What follows belongs to an exercise in optimizing a design on an open flow for small area and few clock cycles; a production flow would make more cautious choices.
RTL that was checked went through simulation tests only; none was proved equivalent to the original.
Power and IR drop assume default switching activity.

== run 1 ==
Design uhf_core, start of the top module:
module uhf_core (
    input  wire        clk,
    input  wire        rst,
    input  wire        op_valid,
    output wire        op_ready,
    input  wire [7:0]  op_code,
    input  wire [7:0]  op_adr,
    input  wire [7:0]  op_cmd,
    input  wire [7:0]  op_len,
    input  wire [7:0]  op_rxlen,
    input  wire        in_valid,
    output reg         in_ready,
    input  wire [7:0]  in_data,
    output reg         out_valid,
    input  wire        out_ready,
    output reg  [7:0]  out_data,
    output reg         done,
    output reg  [2:0]  err,
    output reg  [7:0]  erroff,
    output reg  [7:0]  erridx,
    output wire [15:0] crc,
    output wire [7:0]  radr,
    output wire [7:0]  rcmd,
    output wire [7:0]  rplen,
    output wire [19:0] lowkhz,
    output wire [19:0] highkhz,
    output wire [7:0]  power,
    output wire [7:0]  scan,
    output wire [1:0]  mode,
    output wire        proto,
    output wire        buzz,
    output wire        awidth,
    output wire [1:0]  iface,
    output wire [2:0]  bank,
    output wire [7:0]  offs,
    output wire [7:0]  wlen,
    output wire [7:0]  filt,
    output wire [7:0]  eas,
    output wire [7:0]  offt,
    output wire        wgord,
    output wire        wgfmt,
    output wire [7:0]  wgivl,
    output wire [7:0]  wgpw,
    output wire [7:0]  wgpp
);
Size: about 750 cells after synthesis, about 140 flip-flops, roughly 7800 um^2 of cells after synthesis.
==> flow/config.mk <==
export PLATFORM = sky130hd
export DESIGN_NAME = uhf_core
export DESIGN_NICKNAME = uhf_core
export VERILOG_FILES = /design/flow/design.v
export SDC_FILE = /design/flow/constraint.sdc
export NUM_CORES = 4
export LEC_CHECK = 0
export CAP_MARGIN = 20
export CORE_MARGIN = 2
export CORE_UTILIZATION = 40
export SLEW_MARGIN = 20
==> flow/constraint.sdc <==
create_clock -name core_clock -period 10.0 [get_ports {clk}]
set_input_delay 2.0000 -clock core_clock [delete_from_list [all_inputs] [get_ports {clk}]]
set_output_delay 2.0000 -clock core_clock [all_outputs]
set_load 0.01 [all_outputs]
standard.sh (not shown) runs the stock make flow with config.mk's settings and CLKGATE_MAP_FILE= SYNTH_SCRIPT=/design/flow/synth_recipe.tcl, a recipe that flattens the netlist after the stock synthesis.
==> flow/flow/run.sh <==
#!/bin/bash
# The standard layout (standard.sh) with these changes:
#  - synthesis: the standard flow's synthesis script, with an area-oriented final ABC
#    mapping and without the separate half/full-adder cell mapping;
#  - every port still gets its own buffer, of the smallest buffer cell;
#  - the clock tree is built from small clock buffers, without dummy loads.
set -euo pipefail
here=$(pwd)
export FLOW_SYNTH_TCL="$here/synth_recipe.tcl"
export AREA_ABC_SCRIPT="$here/flow/area.abc"
bash standard.sh \
    "SYNTH_SCRIPT=$here/flow/synth.tcl" \
    "ADDER_MAP_FILE=" \
    "BUFFER_PORTS_ARGS=-buffer_cell sky130_fd_sc_hd__buf_1" \
    "CTS_ARGS=-sink_clustering_enable -repair_clock_nets -dont_use_dummy_load -buf_list {sky130_fd_sc_hd__clkbuf_2 sky130_fd_sc_hd__clkbuf_4 sky130_fd_sc_hd__clkbuf_8}" \
    finish > make.log 2>&1
==> flow/flow/area.abc <==
&get -n
&st
&dch
&nf -R 1000
&put
==> flow/flow/synth.tcl <==
# The standard synthesis (synth_recipe.tcl, sourced unchanged), with one
# change: the final technology mapping uses an area-oriented ABC script
# (flow/area.abc) and no delay target. Registers, their names and cell types
# are untouched.
proc abc {args} {
  set i [lsearch -exact $args -script]
  if {$i >= 0} { set args [lreplace $args $i [expr {$i + 1}] -script $::env(AREA_ABC_SCRIPT)] }
  set j [lsearch -exact $args -D]
  if {$j >= 0} { set args [lreplace $args $j [expr {$j + 1}]] }
  yosys abc {*}$args
}
source $::env(FLOW_SYNTH_TCL)
Testbench counts of run 1, summed over its fixed seeds: cycles 34,925.
Inputs modified between run 1 and run 2:
-- flow/design.v --
<<< run 1, line 51
    localparam [2:0] E_RSHRT = 3'd6;
    localparam [2:0] E_ILLEG = 3'd7;
    localparam [2:0] S_IDLE = 3'd0;
    localparam [2:0] S_FIN  = 3'd1;    
    localparam [2:0] S_RECV = 3'd2;    
    localparam [2:0] S_HDR  = 3'd4;    
    localparam [2:0] S_PAY  = 3'd5;    
    localparam [2:0] S_TRL  = 3'd6;    
    function [15:0] crc_step;
        input [15:0] c_in;
>>> run 2, line 51
    localparam [2:0] E_RSHRT = 3'd6;
    localparam [2:0] E_ILLEG = 3'd7;
    localparam [2:0] S_IDLE = 3'd3;
    localparam [2:0] S_FIN = 3'd0;    
    localparam [2:0] S_RECV = 3'd2;    
    localparam [2:0] S_HDR = 3'd5;    
    localparam [2:0] S_PAY = 3'd7;    
    localparam [2:0] S_TRL = 3'd4;    
    function [15:0] crc_step;
        input [15:0] c_in;
<<< run 1, line 126
    reg [7:0]  b0, b1, b4, b5, b6, b7, b8, b9, b10, b11, b12, b13, b14;
    reg [1:0]  b3;
    wire is_info = (op_r == 3'd5);
    wire [15:0] khz_in = khz16(in_data);
    wire is_dec = op_r[2] ? (op_r != 3'd7) : (op_r == 3'd3);
    wire last   = (rem == 8'd1);
    wire tail   = (rem == 8'd2) || last;
>>> run 2, line 126
    reg [7:0]  b0, b1, b4, b5, b6, b7, b8, b9, b10, b11, b12, b13, b14;
    reg [1:0]  b3;
    wire is_info = op_r[2] && op_r[0];
    wire is_wm   = op_r[2] && op_r[1];
    wire [15:0] khz_in = khz16((cnt == 8'h05) ? in_data : b7);
    wire is_dec = op_r[2];
    wire last   = (rem == 8'd1);
    wire tail   = (rem == 8'd2) || last;
<<< run 1, line 164
            state <= S_IDLE;
        end else if (accept) begin
            op_r   <= op_ok ? op_code[2:0] : 3'd0;
            rem    <= op_len;
            cnt    <= 8'hFD;
>>> run 2, line 165
            state <= S_IDLE;
        end else if (accept) begin
            op_r   <= !op_ok ? 3'b000 : op_dec ? {1'b1, op_code[2:0] == 3'd6, op_code[2:0] == 3'd5} :
                      {1'b0, op_code[1], op_code[0]};
            rem    <= op_len;
            cnt    <= 8'hFD;
<<< run 1, line 227
                8'h04: begin
                    b7 <= in_data;
                    if (is_info) {b12, b11} <= khz_in;
                end
                8'h05: begin
>>> run 2, line 229
                8'h04: begin
                    b7 <= in_data;
                end
                8'h05: begin
<<< run 1, line 235
                8'h06: b9  <= in_data;
                8'h07: b10 <= in_data;
                8'h08: if (!is_info) b11 <= in_data;
                8'h09: if (!is_info) b12 <= in_data;
                8'h0A: if (!is_info) b13 <= in_data;
                8'h0B: if (!is_info) b14 <= in_data;
>>> run 2, line 236
                8'h06: b9  <= in_data;
                8'h07: b10 <= in_data;
                8'h08: b11 <= in_data;
                8'h09: b12 <= in_data;
                8'h0A: if (!is_info) b13 <= in_data;
                8'h0B: if (!is_info) b14 <= in_data;
<<< run 1, line 261
            else if (csum_bad)
                err = E_CSUM;
            else if (op_r == 3'd5 && (cnt[7:4] == 4'd0 && !(cnt[3] && (cnt[2] || cnt[1] || cnt[0]))))
                err = E_RSHRT;
            else if (op_r == 3'd6) begin
                if (cnt[7:4] == 4'd0 && !(cnt[3] && cnt[2] && (cnt[1] || cnt[0])))
                    err = E_RSHRT;
>>> run 2, line 262
            else if (csum_bad)
                err = E_CSUM;
            else if (is_info && (cnt[7:4] == 4'd0 && !(cnt[3] && (cnt[2] || cnt[1] || cnt[0]))))
                err = E_RSHRT;
            else if (is_wm) begin
                if (cnt[7:4] == 4'd0 && !(cnt[3] && cnt[2] && (cnt[1] || cnt[0])))
                    err = E_RSHRT;
<<< run 1, line 280
    assign rcmd    = b1;
    assign rplen   = cnt;
    assign highkhz = {b12, b11, 4'b1000};
    assign lowkhz  = {b14, b13, 4'b1000};
    assign power   = b9;
>>> run 2, line 281
    assign rcmd    = b1;
    assign rplen   = cnt;
    assign highkhz = {khz_in, 4'b1000};
    assign lowkhz  = {b14, b13, 4'b1000};
    assign power   = b9;
Findings:
Of run 1 and run 2, the run reporting the lower data arrival time of the critical path was run 1. As of run 2, die height had fallen slightly compared to run 1. Going from run 1 to run 2, the number of well taps was found to have gone down by 31. On maximum fanout encountered on the critical timing path: between run 1 and run 2, it ends up lower for run 2. Changes observed in run 2 relative to run 1: shortest period the worst path allows now larger, post-synthesis share of cell area spent on full adders, half adders and majority gates now larger, critical path's largest stage delay now larger, clock share of power now larger. Share of total power consumed by net switching in run 2 vs run 1: down 1.9 points. Run 1 reports its cell type of the slowest stage on the worst timing path as sky130_fd_sc_hd__or3_1 while run 2 reports sky130_fd_sc_hd__mux2i_1. Compared with run 1, run 2 shows timing-limited maximum frequency that has gone down by more than 10%. Run 1 and run 2 ended up with nearly the same source-to-sink clock delay at the later pin of the worst-skew pair. Run 2 has worst setup slack below what run 1 had. [compare] base=run 1 new=run 2: per-cell via count in the routed design went up 1.2%; synthesized area went down 2.6%.
Only the layout flow was run in run 2; the RTL was not checked for function there.

---

Another version of the RTL of uhf_core (not shown whole).
For scale: about 700 cells after synthesis, roughly 140 flip-flops, roughly 0.0077 mm² of cells after synthesis.
export LEC_CHECK = 0
export CAP_MARGIN = 0
export CORE_MARGIN = 2
export CORE_UTILIZATION = 40
export SLEW_MARGIN = 0
create_clock -name core_clock -period 10.0 [get_ports {clk}]
Scripts as last shown in full above: flow/flow/run.sh, flow/flow/area.abc, flow/flow/synth.tcl
Testbench counts at the start, summed over its fixed seeds: cycles 34,925.
Change:
--- a/flow/design.v
+++ b/flow/design.v
@@ -41,30 +41,30 @@
     output wire        wgfmt,
     output wire [7:0]  wgivl,
     output wire [7:0]  wgpw,
     output wire [7:0]  wgpp
 );
     localparam [2:0] E_NONE  = 3'd0;
     localparam [2:0] E_CSUM  = 3'd1;
     localparam [2:0] E_TRUNC = 3'd2;
     localparam [2:0] E_RANGE = 3'd3;
     localparam [2:0] E_FSHRT = 3'd5;
     localparam [2:0] E_RSHRT = 3'd6;
     localparam [2:0] E_ILLEG = 3'd7;
-    localparam [2:0] S_IDLE = 3'd0;
-    localparam [2:0] S_FIN  = 3'd1;    
+    localparam [2:0] S_IDLE = 3'd3;
+    localparam [2:0] S_FIN = 3'd0;    
     localparam [2:0] S_RECV = 3'd2;    
-    localparam [2:0] S_HDR  = 3'd4;    
-    localparam [2:0] S_PAY  = 3'd5;    
-    localparam [2:0] S_TRL  = 3'd6;    
+    localparam [2:0] S_HDR = 3'd5;    
+    localparam [2:0] S_PAY = 3'd7;    
+    localparam [2:0] S_TRL = 3'd4;    
     function [15:0] crc_step;
         input [15:0] c_in;
         input [7:0]  b;
         integer k;
         reg [15:0] c;
         begin
             c = c_in ^ {8'h00, b};
             for (k = 0; k < 8; k = k + 1)
                 c = c[0] ? ((c >> 1) ^ 16'h8408) : (c >> 1);
             crc_step = c;
         end
     endfunction
@@ -150,25 +150,25 @@
         in_ready  = s_recv || (s_pay && out_ready);
         out_valid = s_hdr || s_trl || (s_pay && in_valid);
         case (state)
             S_HDR:   out_data = hdr_byte;
             S_TRL:   out_data = cnt[0] ? crc_r[15:8] : crc_r[7:0];
             default: out_data = in_data;
         endcase
     end
     wire in_fire  = in_valid && in_ready;
     wire out_fire = out_valid && out_ready;
     wire        crc_sel = op_valid && can_acc;
     wire [15:0] crc_nx  = crc_step(crc_sel ? 16'hFFFF : crc_r,
-                                   crc_sel ? op_rxlen : (s_hdr ? hdr_byte : in_data));
+                                   crc_sel ? op_rxlen : out_data);
     always @(posedge clk) begin
         if (rst) begin
             state <= S_IDLE;
         end else if (accept) begin
             op_r   <= !op_ok ? 3'b000 : op_dec ? {1'b1, op_code[2:0] == 3'd6, op_code[2:0] == 3'd5} :
                       {1'b0, op_code[1], op_code[0]};
             rem    <= op_len;
             cnt    <= 8'hFD;
             trunc  <= (op_len != op_rxlen);
             bad_lo <= 1'b0;
             crc_r  <= op_dec ? crc_nx : 16'hFFFF;
             if (!op_ok)
Effect: Sequential power rose by 26%; power rose by about 50%; area after synthesis fell by 1.2%; via count fell by about 2.7%; final cell count fell by about 1.4%; clock power barely changes.
Testbench counts after the change, summed over its fixed seeds: cycles 34,925.

## port drivers added, routing unchanged
In the flow no input, the clock included, has a driving cell. The finished layouts below were timed again as built, in two steps. Step 1 assumes that a clkbuf_16 drives the clock port and a buf_2 every other input. Step 2, shift: input delay + t, output delay - t, t = (earliest + latest rising clock arrival at the registers) / 2. This alone moves slack from input paths to output paths. a / b / c = ideal ports / drivers / drivers and shift; a / b = the first two.
run	t (ns)	setup WS [ns]	worst setup path after step 2	latest minus earliest clock arrival (ns)
run 1	0.478	3.497 / 3.474 / 3.474	input to output	0.034 / 0.034
run 2	0.464	1.379 / 1.340 / 1.804	register to output	0.039 / 0.039
the first run of note 2	0.468	1.348 / 1.313 / 1.771	input to output	0.035 / 0.034
the second run of note 2	0.472	1.209 / 1.170 / 1.641	register to output	0.051 / 0.051
After both steps setup and hold are still met in every run listed. For run 1, which loses most, drivers alone change the setup slack by -0.023 ns; drivers and shift together by -0.023 ns.
